What follows belongs to an exercise in optimizing a design on an open flow for small area, a short achievable clock period and few clock cycles per item; a production flow would make more cautious choices.
In this exercise RTL edits were held to simulation tests only and were not proved equivalent to the original.

$ cat flow/config.mk
export PLATFORM = sky130hd
export DESIGN_NAME = audio_sequencer_timing_fsm
export DESIGN_NICKNAME = audio_sequencer_timing_fsm
export VERILOG_FILES = /design/flow/design.v
export SDC_FILE = /design/flow/constraint.sdc
export NUM_CORES = 4
export LEC_CHECK = 0
export ABC_CLOCK_PERIOD_IN_PS = 4000
export CAP_MARGIN = 70
export CORE_MARGIN = 2
export CORE_UTILIZATION = 40
export CTS_CLUSTER_DIAMETER = 70
export CTS_CLUSTER_SIZE = 20
export PLACE_DENSITY = 0.6
export SLEW_MARGIN = 70
export SYNTH_HIERARCHICAL = 1
$ cat flow/constraint.sdc
create_clock -name core_clock -period 14.0 [get_ports {clk}]
set_input_delay 2.8000 -clock core_clock [delete_from_list [all_inputs] [get_ports {clk}]]
set_output_delay 2.8000 -clock core_clock [all_outputs]
set_load 0.01 [all_outputs]
$ cat flow/design.v
module timing_fsm (
    input  wire        clk,
    input  wire        rst,
    input  wire        advance,
    input  wire [11:0] spt_i,
    input  wire [4:0]  loop_bars_i,
    output reg  [3:0]  bar,
    output reg  [6:0]  tick,
    output reg         tick_start
);
    localparam [6:0] BAR_LEN = 7'd72;
    reg  [11:0] left;       
    wire next_start = tick_start ? (spt_i == 12'd1) : (left == 12'd2);
    wire tick_last  = (tick == BAR_LEN - 7'd1);
    wire bar_last   = ({1'b0, bar} + 5'd1 == loop_bars_i);
    always @(posedge clk) begin
        if (rst) begin
            bar        <= 4'd0;
            tick       <= 7'd0;
            tick_start <= 1'b1;
        end else if (advance) begin
            tick_start <= next_start;
            left       <= tick_start ? spt_i : left - 12'd1;
            if (next_start) begin
                if (tick_last) begin
                    tick <= 7'd0;
                    bar  <= bar_last ? 4'd0 : bar + 4'd1;
                end else begin
                    tick <= tick + 7'd1;
                end
            end
        end
    end
endmodule
module ring_ctrl (
    input  wire       clk,
    input  wire       rst,
    input  wire       start_i,
    input  wire       complete_i,
    input  wire       issue,           
    output wire       may_issue,       
    input  wire       frame_next,      
    input  wire       frame_done,      
    output reg  [1:0] filling,
    output reg  [4:0] frame_idx,
    output reg        stream_start_o,
    output wire [1:0] stream_slot_o
);
    reg [4:0] i_frame;
    reg [1:0] i_slot;
    reg       i_prefill;
    reg       prefill;
    reg [6:0] w_cnt;           
    reg       w_last;          
    reg       started;
    reg [1:0] playing;
    assign stream_slot_o = playing;
    assign may_issue = (i_frame != 5'd0) || i_prefill ||
                       (started && (i_slot != playing));
    always @(posedge clk) begin
        if (rst) begin
            i_frame   <= 5'd0;
            i_slot    <= 2'd0;
            i_prefill <= 1'b1;
        end else if (issue) begin
            i_frame <= i_frame + 5'd1;
            if (i_frame == 5'd31) begin
                i_slot <= i_slot + 2'd1;
                if (i_slot == 2'd3)
                    i_prefill <= 1'b0;
            end
        end
    end
    always @(posedge clk) begin
        if (rst) begin
            w_cnt   <= 7'd0;
            w_last  <= 1'b0;
            prefill <= 1'b1;
        end else begin
            if (frame_next) begin
                w_cnt  <= w_cnt + 7'd1;
                w_last <= (w_cnt == 7'd127);
            end
            if (frame_done && w_last)
                prefill <= 1'b0;
        end
        if (frame_next) begin
            frame_idx <= w_cnt[4:0];
            filling   <= w_cnt[6:5];
        end
    end
    always @(posedge clk) begin
        if (rst) begin
            playing        <= 2'd3;
            started        <= 1'b0;
            stream_start_o <= 1'b0;
        end else begin
            stream_start_o <= 1'b0;
            if (!started) begin
                if (start_i && !prefill) begin
                    started        <= 1'b1;
                    playing        <= playing + 2'd1;
                    stream_start_o <= 1'b1;
                end
            end else if (complete_i) begin
                playing        <= playing + 2'd1;
                stream_start_o <= 1'b1;
            end
        end
    end
endmodule
module voice_bank (
    input  wire        clk,
    input  wire        rst,
    input  wire        issue,       
    input  wire        init,        
    input  wire        trig_en,     
    input  wire [2:0]  trig_v,
    input  wire [3:0]  trig_lvl,
    input  wire        sub_en,      
    input  wire [17:0] smp_i,
    input  wire [95:0] len_i,
    output wire        item_last,   
    output wire        item_null,   
    output wire        item_new,    
    output wire [2:0]  item_v,      
    output wire [3:0]  item_lvl,
    output wire        trig_in_i,   
    output reg         samp_re_o,
    output reg  [2:0]  samp_k_o,
    output reg  [11:0] samp_i_o
);
    reg [11:0] pos [0:5];
    reg [3:0]  lvl [0:5];
    reg [5:0]  act;
    reg [5:0]  in_i;
    reg [5:0]  nxt;
    reg [5:0]  pend;
    reg        u_vld;       
    reg [5:0]  u_oh;
    reg [11:0] lenr;
    reg [11:0] pos_inc;     
    function [5:0] lowest;
        input [5:0] m;
        lowest = m & (~m + 6'd1);
    endfunction
    function [2:0] enc;
        input [5:0] oh;
        enc = {oh[4] | oh[5], oh[2] | oh[3], oh[1] | oh[3] | oh[5]};
    endfunction
    wire        wrap    = (pos_inc == lenr);
    wire [5:0]  act_cur = u_vld ? ((act & ~u_oh) | (wrap ? 6'd0 : u_oh)) : act;
    wire [5:0]  t_oh     = 6'd1 << trig_v;
    wire [5:0]  sel      = sub_en ? t_oh : nxt;
    wire        fwd      = u_vld && ((u_oh & nxt) != 6'd0);
    wire        cur_act  = (nxt & act_cur) != 6'd0;
    reg  [11:0] pos_sel;
    reg  [3:0]  lvl_sel;
    reg  [2:0]  k_sel;      
    reg  [2:0]  k_nxt;      
    integer v;
    always @(*) begin
        pos_sel = 12'd0;
        lvl_sel = 4'd0;
        k_sel   = 3'd0;
        k_nxt   = 3'd0;
        for (v = 0; v < 6; v = v + 1) begin
            pos_sel = pos_sel | (pos[v] & {12{nxt[v]}});
            lvl_sel = lvl_sel | (lvl[v] & {4{sel[v]}});
            k_sel   = k_sel | (smp_i[3*v +: 3] & {3{sel[v]}});
            k_nxt   = k_nxt | (smp_i[3*v +: 3] & {3{nxt[v]}});
        end
    end
    wire [11:0] addr    = !cur_act ? 12'd0 : fwd ? pos_inc : pos_sel;
    wire [11:0] len_sel = len_i[12*k_nxt +: 12];
    wire [5:0] rest = pend & ~nxt;
    assign item_last = (rest == 6'd0);
    assign item_null = (nxt == 6'd0);
    assign item_new  = !cur_act;
    assign item_v    = enc(sel);
    assign item_lvl  = lvl_sel;
    assign trig_in_i = (in_i & t_oh) != 6'd0;
    wire [5:0] in_next = (issue && !cur_act) ? (in_i | nxt) : in_i;
    wire [5:0] unc     = (issue && cur_act) ? nxt : 6'd0;
    wire [5:0] mask    = (issue && !item_last) ? rest : ~in_next;
    wire [5:0] grp_a   = mask & ~act_cur & ~unc;
    wire [5:0] grp_b   = mask & unc;
    wire [5:0] grp_c   = mask & act_cur & ~unc;
    wire [5:0] choice  = (grp_a != 6'd0) ? lowest(grp_a) :
                         (grp_b != 6'd0) ? grp_b : lowest(grp_c);
    always @(posedge clk) begin
        if (rst) begin
            act       <= 6'd0;
            in_i      <= 6'd0;
            lvl[0] <= 4'd0; lvl[1] <= 4'd0; lvl[2] <= 4'd0;
            lvl[3] <= 4'd0; lvl[4] <= 4'd0; lvl[5] <= 4'd0;
            nxt       <= 6'd0;
            pend      <= 6'd0;
            u_vld     <= 1'b0;
            samp_re_o <= 1'b0;
        end else begin
            u_vld     <= 1'b0;
            samp_re_o <= 1'b0;
            if (u_vld) begin
                act <= act_cur;
                for (v = 0; v < 6; v = v + 1)
                    if (u_oh[v])
                        pos[v] <= wrap ? 12'd0 : pos_inc;
            end
            if (trig_en) begin
                pos[trig_v]  <= 12'd1;
                lvl[trig_v]  <= trig_lvl;
                act[trig_v]  <= 1'b1;
                in_i[trig_v] <= 1'b0;
            end
            if (issue || init) begin
                nxt  <= choice;
                pend <= mask;
                in_i <= in_next;
            end
            if (issue) begin
                samp_re_o <= !item_null;
                u_vld     <= cur_act;
                u_oh      <= nxt;
            end
            if (sub_en)
                samp_re_o <= 1'b1;
        end
        samp_k_o <= k_sel;
        samp_i_o <= sub_en ? 12'd0 : addr;
        pos_inc  <= addr + 12'd1;
        lenr     <= len_sel;
    end
endmodule
module emphasis_gain_multiplier (
    input  wire        clk,
    input  wire [2:0]  v1,         
    input  wire [3:0]  lvl1,       
    input  wire        neg1,       
    input  wire        zero1,      
    input  wire [47:0] vol_i,
    input  wire [15:0] s,          
    output reg  [24:0] gs,         
    output reg  [26:0] gs3         
);
    reg  [7:0] vol2;
    reg  [3:0] lvl2;
    reg        neg2;
    reg        zero2;
    always @(posedge clk) begin
        vol2  <= vol_i[8*v1 +: 8];
        lvl2  <= lvl1;
        neg2  <= neg1;
        zero2 <= zero1;
    end
    wire [8:0]  gain = {1'b0, lvl2, 3'b000} + {2'b00, lvl2, 2'b00} + {1'b0, vol2};
    wire [10:0] gb   = {1'b0, gain, 1'b0};
    reg  [4:0]  d_neg, d_one, d_two;
    reg  [15:0] s3;
    integer i;
    always @(posedge clk) begin
        for (i = 0; i < 5; i = i + 1) begin
            d_neg[i] <= (gb[2*i+2] ^ neg2) && !zero2;
            d_one[i] <= (gb[2*i+1] ^ gb[2*i]) && !zero2;
            d_two[i] <= ((gb[2*i +: 3] == 3'b011) || (gb[2*i +: 3] == 3'b100)) && !zero2;
        end
        s3 <= s;
    end
    localparam [8:0] K_S1 = 9'b010101011;    
    localparam [8:0] K_S0 = 9'b010101100;    
    wire [24:0] row [0:4];
    genvar g;
    generate
        for (g = 0; g < 5; g = g + 1) begin : rows
            wire [16:0] mag = ({17{d_one[g]}} & {s3[15], s3}) | ({17{d_two[g]}} & {s3, 1'b0});
            wire [16:0] sm  = mag ^ {17{d_neg[g]}};
            if (g == 0) begin : r0
                assign row[g] = {(sm[16] ? K_S1 : K_S0), sm[15:0]};
            end else begin : rn
                assign row[g] = ({8'd0, ~sm[16], sm[15:0]} << (2 * g)) | ({24'd0, d_neg[g-1]} << (2 * g - 2));
            end
        end
    endgenerate
    wire [24:0] row5 = {16'd0, d_neg[4], 8'd0};
    function [49:0] csa;
        input [24:0] x, y, z;
        csa = {((x & y) | (x & z) | (y & z)) << 1, x ^ y ^ z};
    endfunction
    wire [49:0] l1a = csa(row[0], row[1], row[2]);
    wire [49:0] l1b = csa(row[3], row[4], row5);
    wire [49:0] l2  = csa(l1a[24:0], l1a[49:25], l1b[24:0]);
    wire [49:0] l3  = csa(l2[24:0], l2[49:25], l1b[49:25]);
    wire [12:0] lo;
    fast_add #(.W(13)) u_add_lo (.a({1'b0, l3[11:0]}), .b({1'b0, l3[36:25]}), .ci(1'b0), .s(lo));
    reg  [12:0] lo4;       
    reg  [12:0] hs4, hc4;  
    always @(posedge clk) begin
        lo4 <= lo;
        hs4 <= l3[24:12];
        hc4 <= l3[49:37];
    end
    wire [12:0] hi;
    fast_add #(.W(13)) u_add_hi (.a(hs4), .b(hc4), .ci(lo4[12]), .s(hi));
    wire [24:0] gs_n  = {hi, lo4[11:0]};
    wire [26:0] gs3_n;
    fast_add #(.W(27)) u_add_3 (.a({{2{gs_n[24]}}, gs_n}), .b({gs_n[24], gs_n, 1'b0}), .ci(1'b0), .s(gs3_n));
    always @(posedge clk) begin
        gs  <= gs_n;
        gs3 <= gs3_n;
    end
endmodule
module fast_add #(
    parameter W = 8
) (
    input  wire [W-1:0] a,
    input  wire [W-1:0] b,
    input  wire         ci,
    output wire [W-1:0] s
);
    assign s = a + b + {{(W-1){1'b0}}, ci};
endmodule
module mixer_acc (
    input  wire        clk,
    input  wire        rst,
    input  wire [2:0]  v4,         
    input  wire [35:0] pan_i,
    input  wire        from_i4,    
    input  wire        vld,        
    input  wire        to_i,       
    input  wire        last,       
    input  wire [24:0] gs,
    input  wire [26:0] gs3,
    output reg         wr,         
    output reg         we,
    output reg  [31:0] word
);
    wire [5:0] pan = pan_i[6*v4 +: 6];
    reg        p_neg;           
    reg  [3:0] p0;              
    reg  [3:0] p1;              
    wire [2:0] d1 = {1'b0, pan[4]} * 2 + pan[3] + pan[2];
    always @(posedge clk) begin
        p_neg <= pan[2];
        case (pan[2:0])
            3'b001, 3'b111: p0 <= 4'b0001;
            3'b010, 3'b110: p0 <= 4'b0010;
            3'b011, 3'b101: p0 <= 4'b0100;
            3'b100:         p0 <= 4'b1000;
            default:        p0 <= 4'b0000;
        endcase
        case (pan[5] ? 3'd4 : d1)
            3'd1:    p1 <= 4'b0001;
            3'd2:    p1 <= 4'b0010;
            3'd3:    p1 <= 4'b0100;
            3'd4:    p1 <= 4'b1000;
            default: p1 <= 4'b0000;
        endcase
    end
    reg  [30:0] f_l;
    reg  [25:0] f_s;
    reg  [30:0] i_l;
    reg  [25:0] i_s;
    reg         i_ok;      
    reg         use_i, use_f;
    always @(posedge clk) begin
        use_i <= from_i4 && (i_ok || (vld && to_i));
        use_f <= !from_i4;
    end
    wire [30:0] base_l = ({31{use_i}} & i_l) | ({31{use_f}} & f_l);
    wire [25:0] base_s = ({26{use_i}} & i_s) | ({26{use_f}} & f_s);
    localparam [4:0] K_S1 = 5'b10111;    
    localparam [4:0] K_S0 = 5'b11000;    
    wire [26:0] m1 = {{2{gs[24]}}, gs};
    wire [26:0] m2 = {gs[24], gs, 1'b0};
    wire [26:0] m4 = {gs, 2'b00};
    wire [26:0] mag0 = ({27{p0[0]}} & m1) | ({27{p0[1]}} & m2) |
                       ({27{p0[2]}} & gs3) | ({27{p0[3]}} & m4);
    wire [26:0] mag1 = ({27{p1[0]}} & m1) | ({27{p1[1]}} & m2) |
                       ({27{p1[2]}} & gs3) | ({27{p1[3]}} & m4);
    wire [26:0] sm0  = mag0 ^ {27{p_neg}};
    wire [30:0] row0 = {(sm0[26] ? K_S1 : K_S0), sm0[25:0]};
    wire [30:0] row1 = {1'b0, ~mag1[26], mag1[25:0], 2'b00, p_neg};
    wire [30:0] c_s = row0 ^ row1 ^ base_l;
    wire [30:0] c_c = ((row0 & row1) | (row0 & base_l) | (row1 & base_l)) << 1;
    wire [30:0] n_l;
    fast_add #(.W(31)) u_add (.a(c_s), .b(c_c), .ci(1'b0), .s(n_l));
    wire [25:0] n_s = base_s + {gs[24], gs};
    wire [30:0] r = {f_s, 5'b00000} - f_l;
    always @(posedge clk) begin
        if (rst) begin
            i_ok <= 1'b0;
            wr   <= 1'b0;
            we   <= 1'b0;
        end else begin
            if (vld && to_i)
                i_ok <= 1'b1;
            wr <= vld && last;
            we <= wr;
        end
        f_l <= n_l;
        f_s <= n_s;
        if (vld && to_i) begin
            i_l <= n_l;
            i_s <= n_s;
        end
        word <= {f_l[30:15], r[30:15]};
    end
endmodule
module audio_sequencer_timing_fsm (
    input  wire        clk,
    input  wire        rst,             
    input  wire [11:0] spt_i,           
    input  wire [4:0]  loop_bars_i,     
    input  wire [35:0] pan_i,           
    input  wire [47:0] vol_i,           
    input  wire [17:0] smp_i,           
    input  wire [95:0] len_i,           
    input  wire        start_i,
    input  wire        complete_i,
    output wire        stream_start_o,
    output wire [1:0]  stream_slot_o,
    output wire        ring_we_o,
    output wire [1:0]  ring_slot_o,
    output wire [4:0]  ring_frame_o,
    output wire [31:0] ring_wdata_o,
    output reg         song_re_o,
    output reg  [3:0]  song_b_o,
    input  wire [2:0]  song_d_i,
    output reg         pat_re_o,
    output reg  [2:0]  pat_p_o,
    output reg  [2:0]  pat_v_o,
    output reg  [6:0]  pat_t_o,
    input  wire [7:0]  pat_d_i,
    output wire        samp_re_o,
    output wire [2:0]  samp_k_o,
    output wire [11:0] samp_i_o,
    input  wire [15:0] samp_d_i
);
    wire frame_start;
    wire may_issue;
    wire frame_next;
    ring_ctrl u_ring (
        .clk            (clk),
        .rst            (rst),
        .start_i        (start_i),
        .complete_i     (complete_i),
        .issue          (frame_start),
        .may_issue      (may_issue),
        .frame_next     (frame_next),
        .frame_done     (ring_we_o),
        .filling        (ring_slot_o),
        .frame_idx      (ring_frame_o),
        .stream_start_o (stream_start_o),
        .stream_slot_o  (stream_slot_o)
    );
    wire [3:0] bar;
    wire [6:0] tick;
    wire       tick_start;
    timing_fsm u_timing (
        .clk         (clk),
        .rst         (rst),
        .advance     (frame_start),
        .spt_i       (spt_i),
        .loop_bars_i (loop_bars_i),
        .bar         (bar),
        .tick        (tick),
        .tick_start  (tick_start)
    );
    always @(posedge clk) begin
        song_b_o <= bar;
        pat_t_o  <= tick;
    end
    localparam [2:0] S_IDLE  = 3'd0,    
                     S_FRAME = 3'd1,    
                     S_SONG  = 3'd2,    
                     S_SDAT  = 3'd3,    
                     S_PAT   = 3'd4,    
                     S_TRIG  = 3'd5,    
                     S_INIT  = 3'd6,    
                     S_FIRST = 3'd7;    
    reg  [2:0] state;
    reg  [5:0] pv_oh;          
    reg        pr_vld;         
    reg  [2:0] pr_v;
    reg        pd_vld;         
    reg  [2:0] pd_v;
    reg        pd_hit;         
    reg  [3:0] pd_lvl;         
    wire       trig   = pd_vld && pd_hit;
    assign frame_start = (state == S_IDLE && may_issue && !tick_start) ||
                         (state == S_FIRST);
    wire   issue       = frame_start || (state == S_FRAME);
    wire       item_last, item_null, item_new, trig_in_i;
    wire [2:0] item_v;
    wire [3:0] item_lvl;
    wire       sub = trig && trig_in_i;    
    voice_bank u_voices (
        .clk       (clk),
        .rst       (rst),
        .issue     (issue),
        .init      (state == S_INIT),
        .trig_en   (trig),
        .trig_v    (pd_v),
        .trig_lvl  (pd_lvl),
        .sub_en    (sub),
        .smp_i     (smp_i),
        .len_i     (len_i),
        .item_last (item_last),
        .item_null (item_null),
        .item_new  (item_new),
        .item_v    (item_v),
        .item_lvl  (item_lvl),
        .trig_in_i (trig_in_i),
        .samp_re_o (samp_re_o),
        .samp_k_o  (samp_k_o),
        .samp_i_o  (samp_i_o)
    );
    reg        t1_vld, t1_from, t1_to, t1_last, t1_neg, t1_zero;
    reg  [2:0] t1_v;
    reg  [3:0] t1_lvl;
    always @(posedge clk) begin
        if (rst) begin
            state     <= S_IDLE;
            song_re_o <= 1'b0;
            pat_re_o  <= 1'b0;
            pat_v_o   <= 3'd0;
            pat_p_o   <= 3'd0;
            pr_vld    <= 1'b0;
            pd_vld    <= 1'b0;
            t1_vld    <= 1'b0;
        end else begin
            song_re_o <= 1'b0;
            pr_vld    <= pat_re_o;
            pd_vld    <= pr_vld;
            t1_vld    <= issue || sub;
            case (state)
                S_IDLE: begin
                    if (may_issue && tick_start) begin
                        song_re_o <= 1'b1;
                        state     <= S_SONG;
                    end
                end
                S_SONG: state <= S_SDAT;
                S_SDAT: begin
                    pat_p_o  <= song_d_i;
                    pat_re_o <= 1'b1;
                    pat_v_o  <= 3'd0;
                    pv_oh    <= 6'b000001;
                    state    <= S_PAT;
                end
                S_PAT: begin
                    if (pv_oh[5]) begin
                        pat_re_o <= 1'b0;
                        state    <= S_TRIG;
                    end else begin
                        pat_v_o <= {pv_oh[3] | pv_oh[4], pv_oh[1] | pv_oh[2], pv_oh[0] | pv_oh[2] | pv_oh[4]};
                        pv_oh   <= pv_oh << 1;
                    end
                end
                S_TRIG: begin
                    if (pd_vld && pd_v == 3'd5)
                        state <= S_INIT;
                end
                S_INIT: state <= S_FIRST;
                default: ;
            endcase
            if (issue)
                state <= item_last ? S_IDLE : S_FRAME;
        end
        pr_v    <= {pv_oh[4] | pv_oh[5], pv_oh[2] | pv_oh[3], pv_oh[1] | pv_oh[3] | pv_oh[5]};
        pd_v    <= pr_v;
        pd_hit  <= (pat_d_i[7:4] == 4'h3) && (pat_d_i[3:0] != 4'h0) && (pat_d_i[3:0] <= 4'h9);
        pd_lvl  <= pat_d_i[3:0] - 4'd1;
        t1_from <= frame_start || sub;
        t1_to   <= sub || (item_new && !item_null);
        t1_last <= issue && item_last;
        t1_neg  <= sub;
        t1_zero <= issue && item_null;
        t1_v    <= item_v;
        t1_lvl  <= item_lvl;
    end
    reg        t2_vld, t2_from, t2_to, t2_last;
    reg  [2:0] t2_v;
    reg        t3_vld, t3_from, t3_to, t3_last;
    reg  [2:0] t3_v;
    reg        t4_vld, t4_from, t4_to, t4_last;
    reg  [2:0] t4_v;
    reg        t5_vld, t5_to, t5_last;
    always @(posedge clk) begin
        if (rst) begin
            t2_vld <= 1'b0;
            t3_vld <= 1'b0;
            t4_vld <= 1'b0;
            t5_vld <= 1'b0;
        end else begin
            t2_vld <= t1_vld;
            t3_vld <= t2_vld;
            t4_vld <= t3_vld;
            t5_vld <= t4_vld;
        end
        {t2_from, t2_to, t2_last, t2_v} <= {t1_from, t1_to, t1_last, t1_v};
        {t3_from, t3_to, t3_last, t3_v} <= {t2_from, t2_to, t2_last, t2_v};
        {t4_from, t4_to, t4_last, t4_v} <= {t3_from, t3_to, t3_last, t3_v};
        {t5_to, t5_last}                <= {t4_to, t4_last};
    end
    wire [24:0] gs;
    wire [26:0] gs3;
    emphasis_gain_multiplier u_gain (
        .clk    (clk),
        .v1     (t1_v),
        .lvl1   (t1_lvl),
        .neg1   (t1_neg),
        .zero1  (t1_zero),
        .vol_i  (vol_i),
        .s      (samp_d_i),
        .gs     (gs),
        .gs3    (gs3)
    );
    mixer_acc u_mix (
        .clk    (clk),
        .rst    (rst),
        .v4     (t4_v),
        .pan_i  (pan_i),
        .from_i4(t4_from),
        .vld    (t5_vld),
        .to_i   (t5_to),
        .last   (t5_last),
        .gs     (gs),
        .gs3    (gs3),
        .wr     (frame_next),
        .we     (ring_we_o),
        .word   (ring_wdata_o)
    );
endmodule
$ cat flow/flow/run.sh
#!/bin/bash
# Layout flow: the standard layout (standard.sh, every ORFS step as the
# standard flow runs it), with the port buffers that global placement puts on
# every input and output made sky130_fd_sc_hd__buf_2 cells.
set -e
export BUFFER_PORTS_ARGS="-buffer_cell sky130_fd_sc_hd__buf_2"
bash standard.sh > standard.log 2>&1
$ cat flow/standard.sh
#!/bin/bash
# synth_recipe.tcl (not shown) runs the flow's synth.tcl, then flattens the netlist and writes it again
# the make line also repeats each setting of config.mk as NAME=value (left out here)
make -C /OpenROAD-flow-scripts/flow DESIGN_CONFIG=/design/flow/config.mk WORK_HOME=/design/flow/orfs CLKGATE_MAP_FILE= SYNTH_SCRIPT=/design/flow/synth_recipe.tcl "${@:-finish}"
==> results of run 1 <==
[final timing paths]
path                                  start       endpoint
worst min register to register      t4_last        t5_last
worst max-delay path            u_mix.p0[2]  u_mix.i_l[28]
worst max register to register  u_mix.p0[2]  u_mix.i_l[28]
worst min-delay path                t4_last        t5_last
[layer usage]
| layer | track usage (%) | vias to the layer above |
|---|---|---|
| met4 | 5.87 | 2 |
| met3 | 2.64 | 146 |
| met2 | 33.4 | 714 |
| li1 | - | 13204 |
| met5 | 0 | - |
| met1 | 25.7 | 12642 |
[worst register-to-register path, stage by stage, from the launching register on]
cell	delay, ns
dfxtp_4	0.45
a22o_1	0.24
a221oi_1	0.27
xnor2_1	0.14
fa_1	0.49
ha_1	0.37
a21o_1	0.22
a211o_1	0.28
a221o_2	0.41
a41o_4	0.34
and3_1	0.17
a311oi_1	0.37
[flip-flops by register name, indices dropped and copies added, names as in the netlist, 12 cells and up]
name and flops:
u_gain.gs3 27, u_gain.lo4 13, u_voices.pos_inc 12, u_mix.f_l 31, u_gain.hc4 13, u_voices.pos 72, u_gain.hs4 13, u_mix.i_s 26
u_voices.lenr 12, u_timing.left 12, u_voices.samp_i_o 12, u_mix.word 32, u_gain.s3 16, u_gain.gs 25, u_voices.lvl 24, u_mix.f_s 26
u_mix.i_l 31
[kinds of logic after synthesis]
group / count (synthesis) / synth area share (%)
and+or+nand+nor: 1061 / 15.1
xor gates and xnor gates: 278 / 7.38
DFF: 593 / 38.7
buffers and inverters: 322 / 4.03
AOI/OAI and AO/OA: 963 / 20.4
muxes: 54 / 2.18
adders and majority gates: 277 / 12.2
other: 2 / 0.0224
[per-module statistics from Yosys (local to each module, per instance), a selection]
module / copies in the design / flip-flops and latches
timing_fsm: 1 / 24
mixer_acc: 1 / 160
emphasis_gain_multiplier: 1 / 136
voice_bank: 1 / 167
ring_ctrl: 1 / 28
audio_sequencer_timing_fsm: 1 / 78
[placed cells by master, fill, tap and decap left out, drive strengths merged, types with 54 or more instances in the layout]
cell / count
clkbuf: 65
dfxtp: 481
ha: 191
a21o: 67
a21oi: 219
a22o: 79
nor2: 382
inv: 129
xnor2: 200
nor3: 54
o21ai: 148
nand3: 96
nand2: 243
a22oi: 176
edfxtp: 112
buf: 357
fa: 83
xor2: 78
[layout make-up]
class | instances | share of cell area (%)
Multi-Input combinational cell | 2645 | 51.5
Sequential cell | 593 | 34.4
Timing Repair Buffer | 358 | 5.15
Clock buffer | 65 | 3.57
Tap cell | 1080 | 3.55
Inverter | 114 | 1.13
Clock inverter | 22 | 0.756
Antenna cell | 1 | 0.00657
[metrics by stage]
| step | util (%) | cells |
|---|---|---|
| floorplan | - | 3560 |
| global placement | 43.0 | 4775 |
| detailed placement | 43.5 | 4786 |
| CTS | 45.5 | 4873 |
| global route | 45.6 | 4877 |
| finish | 45.6 | 4878 |
==> flow_summary_export.csv, run 1 <==
group,metric,value,unit
run_status,status,"no timing/DRC/antenna violations",
setup_path,cp_top_family,"compound AO/OA/AOI/OAI gates",
drt,first_pass_iters,6,
floorplanning,dieArea,86300,um^2
logic_synthesis,synth_enable_flop_cells,112,
setup_path,cp_cell_sequence,"a22o_1 -> a221oi_1 -> xnor2_1 -> fa_1 -> ha_1 -> a21o_1 -> a211o_1 -> a221o_2 -> a41o_4 -> and3_1 -> a311oi_1",
placed_design,port_buffers,323,
logic_synthesis,yosysMostFrequentCell,"dfxtp_1",
clock_tree,path_clk_slew,0.08,ns
drt,dr_total_vias,26708,
logic_synthesis,synth-seq-area-share,38.7,%
logic_synthesis,synth_cell_types,116,
final_layout,ff_latch_area,13100,um^2
placed_design,postPlaceCellArea,36300,um^2
global_route,grt_start_max_net_pins,70,
timing,rsz0062_at_grt,"false",
global_route,gr-total-overflow,0,
drt,wl_met2,42100,um
setup_path,cp_num_cells,11,
timing,hold_violations,0,
final_layout,area_growth,13.3,%
setup_path,slowest_delay,0.49,ns
timing,fmax,252,MHz
timing,tns,0,ns
placed_design,post-place-ws,9.50,ns
setup_path,crit_slowest_cell,"fa_1",
clock_tree,cts_setup_buffers,0,
clock_tree,numCtsBuffers,47,
timing,whs,0.329,ns
drt,ant_nets,0,
drt,via_per_inst,5.48,
timing,setup_viol,0,
setup_path,arrival,4.36,ns
clock_tree,cts.sinks,593,
setup_path,critPathCaptureType,"flip-flop",
clock_tree,cts_hold_buf,0,
placed_design,gp_congestion,0.888,
drt,wl_met1,38500,um
clock_tree,post_cts_resized,0,
logic_synthesis,syn_area_per_cell,9.46,um^2
drt,drt_iter0_markers,1920,
setup_path,crit_required,14.39,ns
placed_design,dp_hpwl,65100,um
drt,wl_per_cell,17.9,um
logic_synthesis,async_flop_share,0,%
setup_path,critPathBufInv,0,
logic_synthesis,synth_ff_type,"dfxtp_1",
clock_tree,htreeDepth,2,
clock_tree,cts_tree,"done",
floorplanning,rows,106,
logic_synthesis,synthesis.area,33600,um^2
final_layout,drive_gt1_share,16.8,%
drt,dr_wl_met3,4190,um
floorplanning,start_util,40.3,%
logic_synthesis,yosys_warnings,12,
setup_path,start_kind,"flip-flop",
final_layout,fin_nets,4279,
setup_path,reg2regPathDepth,11,
global_route,track_usage,19.6,%
hold_path,hp-class,"reg2reg",
clock_tree,clockRootBuffer,"clkbuf_16",
global_route,grt_pass1_wl,138000,um
drt,drc,0,
clock_tree,clock_latency,0.61,ns
logic_synthesis,synth-seq-cells,593,
timing,maxSlewViolCount,0,
floorplanning,pin_count,324,
drt,wirelength,87300,um
logic_synthesis,synth_top_area_share,28.7,%
logic_synthesis,synthTopCellsByArea,"dfxtp_1 29%, edfxtp_1 10%, ha_1 7.1%, xnor2_1 5.1%, fa_1 4.9%",
setup_path,crit_type,"reg2reg",
drt,top_layer,"met5",
final_layout,fill_cells,8012,
hold_path,min_delay_path_depth,0,
timing,min_period_over_period,28.4,%
global_route,antenna_found_initial,2,
timing,post-route-worst-setup-slack,10.02,ns
global_route,grt_pass1_vias,25328,
logic_synthesis,synth_cells,3550,
floorplanning,fp.dieH,294,um
timing,layout_min_cycle_time,3.98,ns
timing,skew,0.0262,ns
final_layout,multi_input_area,19600,um^2
logic_synthesis,synth_area_leader_cell,"dfxtp_1",
final_layout,final_area,38100,um^2
floorplanning,die_w,294,um
flow_run,drv_cap,0,
logic_synthesis,synth_common_cells,"481 x dfxtp_1, 382 x nor2_1, 243 x nand2_1",
setup_path,path_max_fanout,27,
setup_path,ff2ff_setup_slack,10.02,ns
floorplanning,coreArea,83400,um^2
clock_tree,clock_path_buffers,3,
Testbench counts, summed over its fixed seeds: cycles 18,920, frames 16,384.
==> inputs of run 2 (changes only) <==
==> flow/run.sh (new file) <==
#!/bin/bash
# synth_recipe.tcl (not shown) runs the flow's synth.tcl, then flattens the netlist and writes it again
# the make line also repeats each setting of config.mk as NAME=value (left out here)
make -C /OpenROAD-flow-scripts/flow DESIGN_CONFIG=/design/flow/config.mk WORK_HOME=/design/flow/orfs CLKGATE_MAP_FILE= SYNTH_SCRIPT=/design/flow/synth_recipe.tcl finish
removed: flow/flow/run.sh
removed: flow/standard.sh
==> run 2 against run 1 <==
Against the previous run:
- worst setup slack lost 0.38 ns
- global-route usage is 0.28 points higher
- synthesized area stayed put
- cell count stayed put
- maximum frequency is 8.7% lower
- final area up 4.3%
- sequential cell count stayed put
- highest routed layer is now met4
==> flow_summary_export.csv, run 2 <==
group,metric,value,unit
setup_path,crit_type,"reg2out",
logic_synthesis,synth_enable_flop_cells,112,
timing,hold_violations,0,
logic_synthesis,yosys_warnings,12,
global_route,grt_pass1_wl,139000,um
global_route,antenna_found_initial,1,
global_route,track_usage,19.9,%
logic_synthesis,synthTopCellsByArea,"dfxtp_1 29%, edfxtp_1 10%, ha_1 7.1%, xnor2_1 5.1%, fa_1 4.9%",
setup_path,critPathCaptureType,"primary output",
logic_synthesis,synth_common_cells,"481 x dfxtp_1, 382 x nor2_1, 243 x nand2_1",
clock_tree,numCtsBuffers,45,
setup_path,arrival,1.56,ns
drt,ant_nets,0,
placed_design,port_buffers,323,
timing,fmax,230,MHz
setup_path,crit_slowest_cell,"clkdlybuf4s50_1",
flow_run,drv_cap,0,
final_layout,fin_util,47.6,%
clock_tree,path_clk_slew,0.08,ns
clock_tree,clockRootBuffer,"clkbuf_16",
final_layout,area_growth,18.2,%
final_layout,layout_common_cells,"437 x dfxtp_1, 377 x nor2_1, 322 x clkdlybuf4s50_1",
final_layout,largestRegisters,"u_voices.pos x72, u_mix.word x32",
timing,setup_viol,0,
global_route,grt_pass1_vias,25316,
timing,layout_min_cycle_time,4.36,ns
floorplanning,start_util,40.3,%
final_layout,largest_reg_flops,72,
logic_synthesis,yosysMostFrequentCell,"dfxtp_1",
placed_design,gp_congestion,0.877,
timing,post-route-worst-setup-slack,9.64,ns
timing,tns,0,ns
placed_design,post-place-ws,9.20,ns
logic_synthesis,synth_cell_types,116,
setup_path,cp_cell_sequence,"clkdlybuf4s50_1",
timing,maxSlewViolCount,0,
final_layout,layout.cells.non_filler,4878,
drt,wl_per_cell,18.1,um
timing,whs,0.328,ns
logic_synthesis,synth-seq-area-share,38.7,%
clock_tree,post_cts_resized,0,
setup_path,crit_required,11.20,ns
timing,skew,0.0347,ns
drt,wirelength,88400,um
setup_path,critPathBufInv,1,
drt,drt_iter0_markers,1972,
logic_synthesis,synth_area_leader_cell,"dfxtp_1",
logic_synthesis,synth_cells,3550,
global_route,gr-total-overflow,0,
timing,rsz0062_at_grt,"false",
hold_path,hp-class,"reg2reg",
placed_design,postPlaceCellArea,38000,um^2
clock_tree,htreeDepth,2,
floorplanning,fp.dieH,294,um
run_status,status,"no timing/DRC/antenna violations",
placed_design,placed_cells,4791,
final_layout,fin_nets,4282,
final_layout,n_antenna_cell,0,
final_layout,final_common_cell,"dfxtp_1",
setup_path,slowest_delay,0.56,ns
logic_synthesis,syn_area_per_cell,9.46,um^2
logic_synthesis,synth_ff_type,"dfxtp_1",
floorplanning,coreArea,83400,um^2
final_layout,final_area,39700,um^2
logic_synthesis,async_flop_share,0,%
global_route,grt_start_max_net_pins,62,
logic_synthesis,synth-seq-cells,593,
clock_tree,cts_setup_buffers,0,
drt,dr_total_vias,26649,
final_layout,drive_gt1_share,8.37,%
floorplanning,pin_count,324,
drt,via_per_inst,5.46,
clock_tree,cts_tree,"done",
clock_tree,clock_latency,0.61,ns
placed_design,dp_hpwl,66000,um
floorplanning,die_w,294,um
drt,first_pass_iters,6,
setup_path,start_kind,"flip-flop",
logic_synthesis,synth_top_area_share,28.7,%
floorplanning,dieArea,86300,um^2
setup_path,path_max_fanout,4,
timing,min_period_over_period,31.1,%
clock_tree,cts.sinks,593,
logic_synthesis,synthesis.area,33600,um^2
final_layout,regMostFlops,"u_voices.pos",
drt,drc,0,
clock_tree,cts_hold_buf,0,
floorplanning,rows,106,
clock_tree,clock_path_buffers,3,
setup_path,cp_top_family,"buffers and inverters",
## run 2: cell count changes in the layout (fill, tap and decap cells not counted), sizes merged, moves of 2 or more
| cell | delta |
|---|---|
| clkinv | +4 |
| clkdlybuf4s50 | +321 |
| buf | -321 |
| clkbuf | -3 |
| inv | -6 |
| bufinv | +2 |
## run 2: logic make-up (layout without fill, tap and decap cells)
kind of cell / after synthesis / count (layout) / share of synthesized area (%)
other cells: 2 / 12 / 0.0224
buf+inv: 322 / 560 / 4.03
compound gates: 963 / 963 / 20.4
flops: 593 / 593 / 38.7
xor+xnor: 278 / 278 / 7.38
mux: 54 / 54 / 2.18
simple gates: 1061 / 1061 / 15.1
fa+ha+maj: 277 / 277 / 12.2
## run 2: cell type report
class,count,area [um^2]
multi-input cells,2645,19600
flip-flops and latches,593,13100
clock buffers,60,1240
fillers,7842,43700
well taps,1080,1350
clock inverters,23,330
inverters,114,430
repair buffers,363,3670
## run 2: worst paths after layout
check | cells past startpoint | slack [ns] | start | endpoint
worst max-delay path | 1 | 9.64 | u_ring.playing[0] | stream_slot_o[0]
worst min register to register | 0 | 0.33 | pr_v[0] | pd_v[0]
worst min-delay path | 0 | 0.33 | pr_v[0] | pd_v[0]
worst max register to register | 12 | 9.92 | u_mix.p0[2] | u_mix.i_l[28]
## run 2: worst reg2reg max path, cell delays in order (launching register included)
cell      delay (ns)
dfxtp_1         0.31
buf_4           0.22
a22o_1          0.25
a221oi_1        0.25
xnor2_1         0.15
fa_1            0.49
ha_1            0.38
a21o_1          0.22
a211o_1         0.29
a221o_2         0.41
a41o_4          0.33
and3_1          0.17
a311oi_1        0.39
## run 2: per-layer routing
layer / GRT usage [%] / wire length, um
met1: 26.1 / 39100
met2: 34.5 / 43400
met3: 2.67 / 4160
met4: 4.55 / 1710
met5: 0 / 0
## run 2: per-module statistics from Yosys, one instance, submodules excluded, a selection
module	cell area, um^2	flip-flops and latches
mixer_acc	9090	160
emphasis_gain_multiplier	6650	136
voice_bank	8610	167
ring_ctrl	1120	28
timing_fsm	1450	24
audio_sequencer_timing_fsm	2200	78
==> inputs of run 3 (changes only) <==
--- a/flow/design.v
+++ b/flow/design.v
@@ -6,13 +6,15 @@
     input  wire [4:0]  loop_bars_i,
     output reg  [3:0]  bar,
     output reg  [6:0]  tick,
-    output reg         tick_start
+    output reg         tick_start,
+    output wire        new_bar       
 );
     localparam [6:0] BAR_LEN = 7'd72;
     reg  [11:0] left;       
     wire next_start = tick_start ? (spt_i == 12'd1) : (left == 12'd2);
     wire tick_last  = (tick == BAR_LEN - 7'd1);
     wire bar_last   = ({1'b0, bar} + 5'd1 == loop_bars_i);
+    assign new_bar = advance && next_start && tick_last;
     always @(posedge clk) begin
         if (rst) begin
             bar        <= 4'd0;
@@ -456,6 +458,7 @@
     wire [3:0] bar;
     wire [6:0] tick;
     wire       tick_start;
+    wire       new_bar;
     timing_fsm u_timing (
         .clk         (clk),
         .rst         (rst),
@@ -464,7 +467,8 @@
         .loop_bars_i (loop_bars_i),
         .bar         (bar),
         .tick        (tick),
-        .tick_start  (tick_start)
+        .tick_start  (tick_start),
+        .new_bar     (new_bar)
     );
     always @(posedge clk) begin
         song_b_o <= bar;
@@ -480,6 +484,7 @@
                      S_FIRST = 3'd7;    
     reg  [2:0] state;
     reg  [5:0] pv_oh;          
+    reg        p_ok;           
     reg        pr_vld;         
     reg  [2:0] pr_v;
     reg        pd_vld;         
@@ -525,6 +530,7 @@
             pat_re_o  <= 1'b0;
             pat_v_o   <= 3'd0;
             pat_p_o   <= 3'd0;
+            p_ok      <= 1'b0;
             pr_vld    <= 1'b0;
             pd_vld    <= 1'b0;
             t1_vld    <= 1'b0;
@@ -536,13 +542,21 @@
             case (state)
                 S_IDLE: begin
                     if (may_issue && tick_start) begin
-                        song_re_o <= 1'b1;
-                        state     <= S_SONG;
+                        if (p_ok) begin
+                            pat_re_o <= 1'b1;
+                            pat_v_o  <= 3'd0;
+                            pv_oh    <= 6'b000001;
+                            state    <= S_PAT;
+                        end else begin
+                            song_re_o <= 1'b1;
+                            state     <= S_SONG;
+                        end
                     end
                 end
                 S_SONG: state <= S_SDAT;
                 S_SDAT: begin
                     pat_p_o  <= song_d_i;
+                    p_ok     <= 1'b1;
                     pat_re_o <= 1'b1;
                     pat_v_o  <= 3'd0;
                     pv_oh    <= 6'b000001;
@@ -566,6 +580,8 @@
             endcase
             if (issue)
                 state <= item_last ? S_IDLE : S_FRAME;
+            if (new_bar)
+                p_ok <= 1'b0;
         end
         pr_v    <= {pv_oh[4] | pv_oh[5], pv_oh[2] | pv_oh[3], pv_oh[1] | pv_oh[3] | pv_oh[5]};
         pd_v    <= pr_v;
==> flow/flow/run.sh (new file) <==
#!/bin/bash
# Layout flow: the standard layout (standard.sh, every ORFS step as the
# standard flow runs it), with the port buffers that global placement puts on
# every input and output made sky130_fd_sc_hd__buf_2 cells.
set -e
export BUFFER_PORTS_ARGS="-buffer_cell sky130_fd_sc_hd__buf_2"
bash standard.sh > standard.log 2>&1
==> flow/standard.sh (new file) <==
#!/bin/bash
# synth_recipe.tcl (not shown) runs the flow's synth.tcl, then flattens the netlist and writes it again
# the make line also repeats each setting of config.mk as NAME=value (left out here)
make -C /OpenROAD-flow-scripts/flow DESIGN_CONFIG=/design/flow/config.mk WORK_HOME=/design/flow/orfs CLKGATE_MAP_FILE= SYNTH_SCRIPT=/design/flow/synth_recipe.tcl "${@:-finish}"
--- a/flow/config.mk
+++ b/flow/config.mk
@@ -9,8 +9,8 @@
 export CAP_MARGIN = 70
 export CORE_MARGIN = 2
 export CORE_UTILIZATION = 40
-export CTS_CLUSTER_DIAMETER = 70
-export CTS_CLUSTER_SIZE = 20
+export CTS_CLUSTER_DIAMETER = 80
+export CTS_CLUSTER_SIZE = 24
 export PLACE_DENSITY = 0.6
 export SLEW_MARGIN = 70
 export SYNTH_HIERARCHICAL = 1
removed: flow/run.sh
==> run 3 against run 2 <==
Against the previous run:
- hold slack got worse by 0.0046 ns
- critical path depth rose by 12
- global-route usage is 0.43 points higher
- synthesized area increased by 0.15%
- die area is 0.15% higher
- sequential share of layout area up 1.7 points
- clock skew up 0.011 ns
- critical path type is now reg2reg
- still clean on timing, DRC and antenna
- utilization is 2.4 points lower
==> flow_summary_export.csv, run 3 <==
group,metric,value,unit
clock_tree,cts_hold_buf,0,
timing,fmax,250,MHz
final_layout,largest_reg_flops,72,
clock_tree,htreeDepth,2,
final_layout,drive_gt1_share,16.1,%
placed_design,port_buffers,323,
floorplanning,die_w,294,um
run_status,status,"no timing/DRC/antenna violations",
final_layout,final_area,37700,um^2
drt,dr_total_vias,26985,
global_route,antenna_found_initial,0,
floorplanning,start_util,40.3,%
placed_design,placed_cells,4816,
logic_synthesis,syn_area_per_cell,9.43,um^2
logic_synthesis,synth-seq-cells,594,
final_layout,fin_nets,4297,
floorplanning,coreArea,83400,um^2
flow_run,drv_cap,0,
logic_synthesis,synth_area_leader_cell,"dfxtp_1",
clock_tree,clockRootBuffer,"clkbuf_16",
drt,ant_nets,0,
hold_path,hp-start,"t3_v[0]",
hold_path,hp-class,"reg2reg",
placed_design,postPlaceCellArea,36400,um^2
setup_path,ff2ff_setup_slack,10.00,ns
global_route,grt_start_max_net_pins,60,
clock_tree,path_clk_slew,0.10,ns
clock_tree,cts.sinks,594,
clock_tree,post_cts_resized,0,
clock_tree,cts_tree,"done",
final_layout,largestRegisters,"u_voices.pos x72, u_mix.word x32",
logic_synthesis,synth-seq-area-share,38.7,%
global_route,track_usage,20.3,%
timing,tns,0,ns
logic_synthesis,async_flop_share,0,%
final_layout,n_antenna_cell,0,
setup_path,rr_endpoint,"u_gain.lo4[12]",
logic_synthesis,synth_top_area_share,28.7,%
drt,drt_iter0_markers,2034,
global_route,grt_pass1_vias,25373,
logic_synthesis,yosysMostFrequentCell,"dfxtp_1",
timing,skew,0.0452,ns
setup_path,crit_required,14.47,ns
setup_path,path_max_fanout,15,
drt,drc,0,
setup_path,arrival,4.47,ns
placed_design,dp_hpwl,68000,um
clock_tree,clock_path_buffers,3,
timing,whs,0.324,ns
global_route,gr-total-overflow,0,
final_layout,final_common_cell,"dfxtp_1",
clock_tree,cts_setup_buffers,0,
setup_path,crit_top_cell,"fa_1",
timing,hold_violations,0,
placed_design,gp_congestion,0.916,
drt,wl_met1,40100,um
setup_path,crit_slowest_cell,"fa_1",
timing,setup_viol,0,
drt,via_per_inst,5.52,
logic_synthesis,synthTopCellsByArea,"dfxtp_1 29%, edfxtp_1 10%, ha_1 7.1%, xnor2_1 5.4%, fa_1 4.9%",
hold_path,min_delay_path_depth,0,
drt,top_layer,"met4",
final_layout,layout_common_cells,"444 x dfxtp_1, 388 x nor2_1, 326 x buf_2",
final_layout,ff_latch_area,13100,um^2
drt,dr_wl_met3,4390,um
setup_path,critPathCaptureType,"flip-flop",
logic_synthesis,synth_common_cells,"482 x dfxtp_1, 392 x nor2_1, 245 x nand2_1",
floorplanning,dieArea,86400,um^2
timing,maxSlewViolCount,0,
floorplanning,rows,106,
final_layout,layout.cells.non_filler,4886,
setup_path,reg2regPathDepth,13,
drt,wl_met2,43000,um
final_layout,fill_cells,8057,
setup_path,cp_cell_sequence,"buf_4 -> inv_1 -> xnor2_1 -> fa_1 -> inv_1 -> fa_1 -> fa_1 -> ha_1 -> a21o_1 -> a221oi_2 -> o21ai_1 -> a21oi_1 -> xnor2_1",
logic_synthesis,synth_enable_flop_cells,112,
logic_synthesis,synth_cell_types,114,
floorplanning,pin_count,324,
drt,wirelength,90100,um
setup_path,start_kind,"flip-flop",
placed_design,post-place-ws,9.47,ns
global_route,grt_pass1_wl,141000,um
logic_synthesis,synthesis.area,33600,um^2
clock_tree,clock_latency,0.61,ns
floorplanning,fp.dieH,294,um
logic_synthesis,synth_ff_type,"dfxtp_1",
clock_tree,numCtsBuffers,38,
setup_path,r2r_start,"u_gain.d_neg[2]",
final_layout,regMostFlops,"u_voices.pos",
logic_synthesis,synth_cells,3568,
setup_path,crit_type,"reg2reg",
timing,rsz0062_at_grt,"false",
final_layout,multi_input_area,19600,um^2
final_layout,area_growth,12.2,%
setup_path,slowest_delay,0.52,ns
timing,min_period_over_period,28.6,%
final_layout,fin_util,45.2,%
hold_path,holdPathEnd,"t4_v[0]",
timing,layout_min_cycle_time,4.00,ns
timing,post-route-worst-setup-slack,10.00,ns
logic_synthesis,yosys_warnings,12,
drt,wl_per_cell,18.4,um
drt,first_pass_iters,8,
run 3: cell count changes after synthesis, moves of 6 or more:
cell	previous run	this run
o31ai_1	7	13
nor3_1	54	45
nor2_1	382	392
inv_1	112	118
o21ai_0	123	116
xor2_1	78	66
xnor2_1	194	207
a211oi_1	30	23
nand3_1	96	104
a21oi_1	214	224
clkbuf_1	140	134
o21a_1	26	19
run 3: worst max path at each step:
| stage | start | endpoint | slack, ns | cells after the start |
|---|---|---|---|---|
| 2_1_floorplan | pan_i[20] | u_mix.p1[0] | 9.81 | 6 |
| 3_3_place_gp | rst | u_voices.pos[5][0] | 9.17 | 5 |
| 3_5_place_dp | rst | u_voices.pos[5][0] | 9.47 | 5 |
| 4_1_cts | u_mix.p0[2] | u_mix.i_l[28] | 9.96 | 11 |
| 5_1_grt | u_gain.hs4[0] | u_gain.gs3[26] | 9.61 | 13 |
| 6_report | u_gain.d_neg[2] | u_gain.lo4[12] | 10.00 | 13 |
run 3: cell families (layout without fill, tap and decap cells):
kind of cell,Yosys count,in the layout,synth area share (%)
adders and majority gates,277,277,12.1
other,2,12,0.0223
xor gates and xnor gates,279,279,7.40
muxes,55,55,2.20
buffers and inverters,328,556,4.09
DFF,594,594,38.7
and+or+nand+nor,1070,1070,15.1
AOI/OAI and AO/OA,963,963,20.3
run 3: per-layer routing:
metal	up-vias	global-route usage, %
met4	0	6.18
met1	12875	27.5
li1	13253	-
met5	-	0
met3	135	2.59
met2	722	33.6
run 3: worst max-delay path: cells and delay by family (launching register included):
| family | cells | cell delay, ns |
|---|---|---|
| compound gates | 4 | 0.83 |
| xor+xnor | 2 | 0.27 |
| fa+ha+maj | 4 | 1.87 |
| buf+inv | 3 | 0.59 |
| flops | 1 | 0.32 |
run 3: per-module statistics from Yosys, one instance, submodules excluded, a selection:
| module | flops+latches | cells | cell area (um^2) |
|---|---|---|---|
| audio_sequencer_timing_fsm | 79 | 185 | 2310 |
| mixer_acc | 160 | 866 | 9110 |
| emphasis_gain_multiplier | 136 | 542 | 6650 |
| timing_fsm | 24 | 159 | 1450 |
| voice_bank | 167 | 1093 | 8530 |
| ring_ctrl | 28 | 104 | 1120 |
run 3: layout make-up:
cell class / instances / share of cell area (%)
tap: 1080 / 3.58
timing repair buffer: 364 / 5.16
multi-input combinational: 2656 / 51.9
inverter: 123 / 1.24
sequential: 594 / 34.7
clock inverter: 19 / 0.676
clock buffer: 50 / 2.72
Testbench counts of run 3, summed over its fixed seeds: cycles 18,888, frames 16,384.
==> inputs of run 4 (changes only) <==
--- a/flow/config.mk
+++ b/flow/config.mk
@@ -9,8 +9,8 @@
 export CAP_MARGIN = 70
 export CORE_MARGIN = 2
 export CORE_UTILIZATION = 40
-export CTS_CLUSTER_DIAMETER = 80
-export CTS_CLUSTER_SIZE = 24
+export CTS_CLUSTER_DIAMETER = 90
+export CTS_CLUSTER_SIZE = 28
 export PLACE_DENSITY = 0.6
 export SLEW_MARGIN = 70
 export SYNTH_HIERARCHICAL = 1
==> run 4 against run 3 <==
Against the previous run:
- still clean
- die area is the same
- non-clock buffer count is the same
- clock-buffer cell count fell by 7
- via count barely moved
- critical path depth unchanged
- sequential cell count unchanged
- highest routed layer unchanged
==> flow_summary_export.csv, run 4 <==
group,metric,value,unit
setup_path,path_max_fanout,15,
setup_path,start_kind,"flip-flop",
logic_synthesis,synth_ff_type,"dfxtp_1",
logic_synthesis,synthesis.area,33600,um^2
floorplanning,die_w,294,um
global_route,antenna_found_initial,0,
floorplanning,coreArea,83400,um^2
setup_path,ff2ff_setup_slack,10.01,ns
timing,fmax,250,MHz
clock_tree,htreeDepth,2,
logic_synthesis,yosys_warnings,12,
timing,setup_viol,0,
setup_path,arrival,4.47,ns
logic_synthesis,yosys.area_share.simple,15.1,%
flow_run,drv_cap,0,
final_layout,largestRegisters,"u_voices.pos x72, u_mix.word x32",
global_route,grt_start_max_net_pins,60,
clock_tree,post_cts_resized,0,
timing,layout_min_cycle_time,3.99,ns
logic_synthesis,synth-seq-area-share,38.7,%
drt,via_per_inst,5.52,
final_layout,drive_gt1_share,16.2,%
setup_path,slowest_delay,0.52,ns
hold_path,holdPathEnd,"t4_v[0]",
setup_path,critPathBufInv,3,
final_layout,multi_input_area,19600,um^2
logic_synthesis,synth_cells,3568,
clock_tree,clock_latency,0.61,ns
final_layout,ff_latch_area,13100,um^2
placed_design,gp_congestion,0.916,
setup_path,cp_top_family,"adder cells",
logic_synthesis,yosysMostFrequentCell,"dfxtp_1",
setup_path,cp_cell_sequence,"buf_4 -> inv_1 -> xnor2_1 -> fa_1 -> inv_1 -> fa_1 -> fa_1 -> ha_1 -> a21o_1 -> a221oi_2 -> o21ai_1 -> a21oi_1 -> xnor2_1",
hold_path,hp-start,"t3_v[0]",
setup_path,reg2regPathDepth,13,
floorplanning,fp.dieH,294,um
logic_synthesis,synthMuxAreaShare,2.20,%
logic_synthesis,synth_area_leader_cell,"dfxtp_1",
setup_path,r2r_start,"u_gain.d_neg[2]",
timing,min_period_over_period,28.5,%
logic_synthesis,synthXorXnorAreaFrac,7.40,%
clock_tree,numCtsBuffers,35,
drt,wirelength,90100,um
clock_tree,cts_hold_buf,0,
floorplanning,dieArea,86400,um^2
setup_path,crit_slowest_cell,"fa_1",
logic_synthesis,synthAdderAreaFrac,12.1,%
logic_synthesis,synth_compound_area_share,20.3,%
final_layout,fill_cells,8045,
drt,first_pass_iters,6,
run_status,status,"no timing/DRC/antenna violations",
clock_tree,clock_path_buffers,3,
drt,drt_iter0_markers,2061,
floorplanning,pin_count,324,
final_layout,largest_reg_flops,72,
logic_synthesis,synth_top_family_by_area,"compound AO/OA/AOI/OAI gates",
hold_path,hp-class,"reg2reg",
hold_path,min_delay_path_depth,0,
setup_path,crit_top_cell,"fa_1",
drt,wl_per_cell,18.5,um
timing,rsz0062_at_grt,"false",
clock_tree,clockRootBuffer,"clkbuf_16",
clock_tree,cts.sinks,594,
setup_path,crit_required,14.48,ns
logic_synthesis,syn_area_per_cell,9.43,um^2
clock_tree,cts_setup_buffers,0,
placed_design,dp_hpwl,68000,um
final_layout,area_growth,12.2,%
final_layout,fin_util,45.2,%
drt,drc,0,
timing,whs,0.310,ns
floorplanning,rows,106,
timing,maxSlewViolCount,0,
final_layout,final_common_cell,"dfxtp_1",
final_layout,fin_nets,4294,
clock_tree,path_clk_slew,0.11,ns
final_layout,n_antenna_cell,0,
floorplanning,start_util,40.3,%
global_route,grt_pass1_vias,25339,
global_route,grt_pass1_wl,141000,um
setup_path,crit_type,"reg2reg",
global_route,track_usage,20.3,%
final_layout,layout_common_cells,"444 x dfxtp_1, 388 x nor2_1, 326 x buf_2",
logic_synthesis,synth-seq-cells,594,
final_layout,regMostFlops,"u_voices.pos",
logic_synthesis,synth_top_area_share,28.7,%
logic_synthesis,synthTopCellsByArea,"dfxtp_1 29%, edfxtp_1 10%, ha_1 7.1%, xnor2_1 5.4%, fa_1 4.9%",
timing,tns,0,ns
clock_tree,cts_tree,"done",
placed_design,port_buffers,323,
logic_synthesis,synth_common_cells,"482 x dfxtp_1, 392 x nor2_1, 245 x nand2_1",
global_route,gr-total-overflow,0,
logic_synthesis,synth_enable_flop_cells,112,
setup_path,rr_endpoint,"u_gain.lo4[12]",
logic_synthesis,synth_cell_types,114,
timing,hold_violations,0,
logic_synthesis,async_flop_share,0,%
timing,skew,0.0506,ns
drt,ant_nets,0,
setup_path,critPathCaptureType,"flip-flop",
drt,dr_total_vias,26967,
## run 4: cell count changes in the layout (fill, tap and decap cells not counted), sizes merged
cell	change
clkinvlp	-2
inv	-2
clkinv	+6
clkbuf	-7
## run 4: worst max path at each step
stage | slack (ns) | to | cells after the start | start
2_1_floorplan | 9.81 | u_mix.p1[0] | 6 | pan_i[20]
3_3_place_gp | 9.17 | u_voices.pos[5][0] | 5 | rst
3_5_place_dp | 9.47 | u_voices.pos[5][0] | 5 | rst
4_1_cts | 9.96 | u_mix.i_l[28] | 11 | u_mix.p0[2]
5_1_grt | 9.61 | u_gain.gs3[26] | 13 | u_gain.hs4[0]
6_report | 10.01 | u_gain.lo4[12] | 13 | u_gain.d_neg[2]
## run 4: layout make-up
class	instances	area share, %
Multi-Input combinational cell	2656	51.9
Inverter	123	1.24
Timing Repair Buffer	364	5.16
Sequential cell	594	34.7
Clock inverter	21	0.842
Tap cell	1080	3.58
Clock buffer	43	2.57
## run 4: cell families after synthesis
logic type / after synthesis
adders and majority gates: 277
xor gates and xnor gates: 279
AOI/OAI and AO/OA: 963
other: 2
buffers and inverters: 328
muxes: 55
DFF: 594
and+or+nand+nor: 1070
## run 4: per-stage QoR
| step | std cells | setup WS [ns] | cell area [um^2] |
|---|---|---|---|
| 6_report | 4881 | 10.01 | 37700 |
| 5_1_grt | 4881 | 9.61 | 37700 |
| 4_1_cts | 4880 | 9.96 | 37600 |
| 3_5_place_dp | 4816 | 9.47 | 36400 |
| 3_3_place_gp | 4799 | 9.17 | 35900 |
| 2_1_floorplan | 3578 | 9.81 | 33700 |
## run 4: per-module statistics from Yosys, one instance, submodules excluded, a selection
| module | cell area (um^2) | flip-flops and latches | cells |
|---|---|---|---|
| emphasis_gain_multiplier | 6650 | 136 | 542 |
| audio_sequencer_timing_fsm | 2310 | 79 | 185 |
| voice_bank | 8530 | 167 | 1093 |
| timing_fsm | 1450 | 24 | 159 |
| ring_ctrl | 1120 | 28 | 104 |
| mixer_acc | 9110 | 160 | 866 |
## run 4: per-layer routing
layer | wire length [um] | vias to the layer above | global-route usage [%]
met5 | 0 | - | 0
met4 | 2040 | 0 | 5.44
met3 | 4190 | 114 | 2.35
met2 | 43700 | 706 | 34.2
met1 | 40200 | 12895 | 27.5
li1 | - | 13252 | -
==> inputs of run 5 (changes only) <==
==> flow/flow/run.sh (replaced) <==
#!/bin/bash
# Layout flow: the standard layout (standard.sh, every ORFS step as the
# standard flow runs it), with the port buffers that global placement puts on
# every input and output made sky130_fd_sc_hd__buf_1 cells.
set -e
export BUFFER_PORTS_ARGS="-buffer_cell sky130_fd_sc_hd__buf_1"
bash standard.sh > standard.log 2>&1
==> run 5 against run 4 <==
Against the previous run:
- final area shrank 1.3%
- hold slack gained 0.0061 ns
- clock-buffer cell count grew 1
- still clean
- non-clock buffer count shrank 3
- critical path depth shrank 2
- largest cell class unchanged
- first-iteration DRC count grew 14%
- global-route usage shrank 0.25 points
- worst setup slack lost 0.11 ns
- die area is the same
- cell count is essentially flat
==> flow_summary_export.csv, run 5 <==
group,metric,value,unit
run_status,status,"no timing/DRC/antenna violations",
logic_synthesis,async_flop_share,0,%
drt,drt_iter0_markers,2350,
setup_path,arrival,4.44,ns
drt,wl_met1,39500,um
final_layout,regMostFlops,"u_voices.pos",
drt,wl_met2,43800,um
hold_path,hp-start,"t3_v[0]",
flow_run,drv_cap,0,
setup_path,cp_num_cells,11,
clock_tree,clock_latency,0.58,ns
drt,first_pass_iters,6,
setup_path,critPathCaptureType,"flip-flop",
floorplanning,start_util,40.3,%
setup_path,start_kind,"flip-flop",
logic_synthesis,synthesis.area,33600,um^2
final_layout,drive_gt1_share,7.70,%
timing,hold_violations,0,
clock_tree,cts_hold_buf,0,
timing,layout_min_cycle_time,4.10,ns
logic_synthesis,synth_top_area_share,28.7,%
setup_path,critPathBufInv,0,
clock_tree,numCtsBuffers,34,
logic_synthesis,synth-seq-cells,594,
global_route,antenna_found_initial,2,
timing,setup_viol,0,
final_layout,area_growth,10.8,%
placed_design,port_buffers,323,
drt,drc,0,
logic_synthesis,yosys_warnings,12,
hold_path,hp-class,"reg2reg",
floorplanning,coreArea,83400,um^2
setup_path,crit_slowest_cell,"fa_1",
drt,wirelength,89800,um
clock_tree,cts_tree,"done",
logic_synthesis,synth-seq-area-share,38.7,%
global_route,grt_pass1_wl,140000,um
placed_design,gp_congestion,0.895,
clock_tree,htreeDepth,2,
global_route,grt_pass1_vias,25004,
final_layout,fin_nets,4290,
clock_tree,cts_setup_buffers,0,
timing,rsz0062_at_grt,"false",
placed_design,post-place-ws,9.47,ns
floorplanning,rows,106,
setup_path,crit_type,"reg2reg",
hold_path,min_delay_path_depth,0,
logic_synthesis,synth_area_leader_cell,"dfxtp_1",
drt,ant_nets,0,
logic_synthesis,synth_enable_flop_cells,112,
global_route,grt_start_max_net_pins,61,
floorplanning,dieArea,86400,um^2
logic_synthesis,synth_cells,3568,
timing,post-route-worst-setup-slack,9.90,ns
logic_synthesis,syn_area_per_cell,9.43,um^2
timing,tns,0,ns
setup_path,reg2regPathDepth,11,
setup_path,slowest_delay,0.50,ns
setup_path,crit_required,14.33,ns
setup_path,cp_top_family,"compound AO/OA/AOI/OAI gates",
final_layout,fin_util,44.7,%
placed_design,dp_hpwl,67700,um
timing,min_period_over_period,29.3,%
final_layout,layout.cells.non_filler,4877,
floorplanning,pin_count,324,
clock_tree,cts.sinks,594,
final_layout,largest_reg_flops,72,
timing,maxSlewViolCount,0,
logic_synthesis,synth_cell_types,114,
clock_tree,post_cts_resized,0,
drt,dr_wl_met3,4290,um
setup_path,path_max_fanout,27,
timing,skew,0.0287,ns
drt,top_layer,"met5",
clock_tree,path_clk_slew,0.11,ns
logic_synthesis,synth_common_cells,"482 x dfxtp_1, 392 x nor2_1, 245 x nand2_1",
logic_synthesis,synth_ff_type,"dfxtp_1",
timing,fmax,244,MHz
drt,dr_total_vias,27036,
placed_design,placed_cells,4812,
drt,via_per_inst,5.54,
setup_path,cp-startpoint,"u_mix.p0[2]",
global_route,gr-total-overflow,0,
setup_path,cp_cell_sequence,"a22o_1 -> a221oi_1 -> xnor2_1 -> fa_1 -> ha_1 -> a21o_1 -> a211o_1 -> a221o_2 -> a41o_4 -> and3_1 -> a311oi_1",
clock_tree,clock_path_buffers,3,
final_layout,layout_common_cells,"439 x dfxtp_1, 388 x nor2_1, 328 x buf_1",
logic_synthesis,yosysMostFrequentCell,"dfxtp_1",
setup_path,r2r_start,"u_mix.p0[2]",
final_layout,final_common_cell,"dfxtp_1",
floorplanning,fp.dieH,294,um
logic_synthesis,synthTopCellsByArea,"dfxtp_1 29%, edfxtp_1 10%, ha_1 7.1%, xnor2_1 5.4%, fa_1 4.9%",
floorplanning,die_w,294,um
clock_tree,clockRootBuffer,"clkbuf_16",
global_route,track_usage,20.0,%
drt,wl_per_cell,18.4,um
final_layout,largestRegisters,"u_voices.pos x72, u_mix.word x32",
## run 5: Yosys stat by module, one instance, submodules excluded, a selection
module	times used	cell area [um^2]
audio_sequencer_timing_fsm	1	2310
emphasis_gain_multiplier	1	6650
mixer_acc	1	9110
timing_fsm	1	1450
ring_ctrl	1	1120
voice_bank	1	8530
## run 5: area by class of cell
class | instances | area, um^2
diodes | 3 | 7.51
multi-input cells | 2656 | 19600
clock buffers | 44 | 952
repair buffers | 361 | 1530
fillers | 8144 | 46200
flip-flops and latches | 594 | 13100
inverters | 123 | 469
well taps | 1080 | 1350
clock inverters | 16 | 253
## run 5: final timing paths
| check | end | slack [ns] |
|---|---|---|
| hold / removal | t4_v[0] | 0.32 |
| setup reg to reg | u_mix.i_l[28] | 9.90 |
| setup / recovery | u_mix.i_l[28] | 9.90 |
| hold reg to reg | t4_v[0] | 0.32 |
## run 5: kinds of logic (layout without fill, tap and decap cells)
logic type / Yosys count / after routing / synth area share, %
AND/OR/NAND/NOR: 1070 / 1070 / 15.1
AO/OA/AOI/OAI: 963 / 963 / 20.3
flip-flops: 594 / 594 / 38.7
buffers and inverters: 328 / 544 / 4.09
XOR/XNOR: 279 / 279 / 7.40
adder cells (fa/ha/maj): 277 / 277 / 12.1
multiplexers: 55 / 55 / 2.20
other: 2 / 15 / 0.0223
## run 5: per-stage QoR
step,area (um^2),hold WS (ns)
2_1_floorplan,33700,0.310
3_3_place_gp,35500,0.311
3_5_place_dp,35900,0.312
4_1_cts,37100,0.321
5_1_grt,37300,0.318
6_report,37300,0.316
## run 5: routing by layer
layer | vias up | GRT usage, %
met1 | 12978 | 26.8
li1 | 13253 | -
met3 | 115 | 2.55
met2 | 688 | 34.1
met4 | 2 | 5.23
met5 | - | 0

separate check: timing with driven ports:
How much do the figures lean on ideal ports? The routed layouts below were timed once more, with nothing changed but the port constraints.
Step 1: set_driving_cell puts a clkbuf_16 on clk and a buf_2 on each other input, an assumption about the parent block.
Step 2 times the ports against the registers' clock, not the clock port: input delays grow and output delays shrink by t, the midpoint of the rising clock arrivals with the driver on.
a / b / c = no drivers / after step 1 / after step 2; a / b = the first two.
run | t (ns) | slack for setup (ns) | clock arrival spread, ns | worst register clock-pin slew, ns
run 1 | 0.673 | 10.024 / 9.951 / 9.482 | 0.029 / 0.029 | 0.09 / 0.09
run 2 | 0.662 | 9.644 / 9.576 / 9.212 | 0.042 / 0.042 | 0.09 / 0.09
run 3 | 0.650 | 10.000 / 9.973 / 9.472 | 0.052 / 0.052 | 0.10 / 0.10
run 4 | 0.653 | 10.007 / 9.963 / 9.488 | 0.061 / 0.061 | 0.12 / 0.12
run 5 | 0.642 | 9.898 / 9.898 / 9.500 | 0.045 / 0.044 | 0.12 / 0.12
After both steps every run listed still meets setup and hold. For run 1, which loses most, drivers alone change the setup slack by -0.073 ns; drivers and shift together by -0.542 ns.
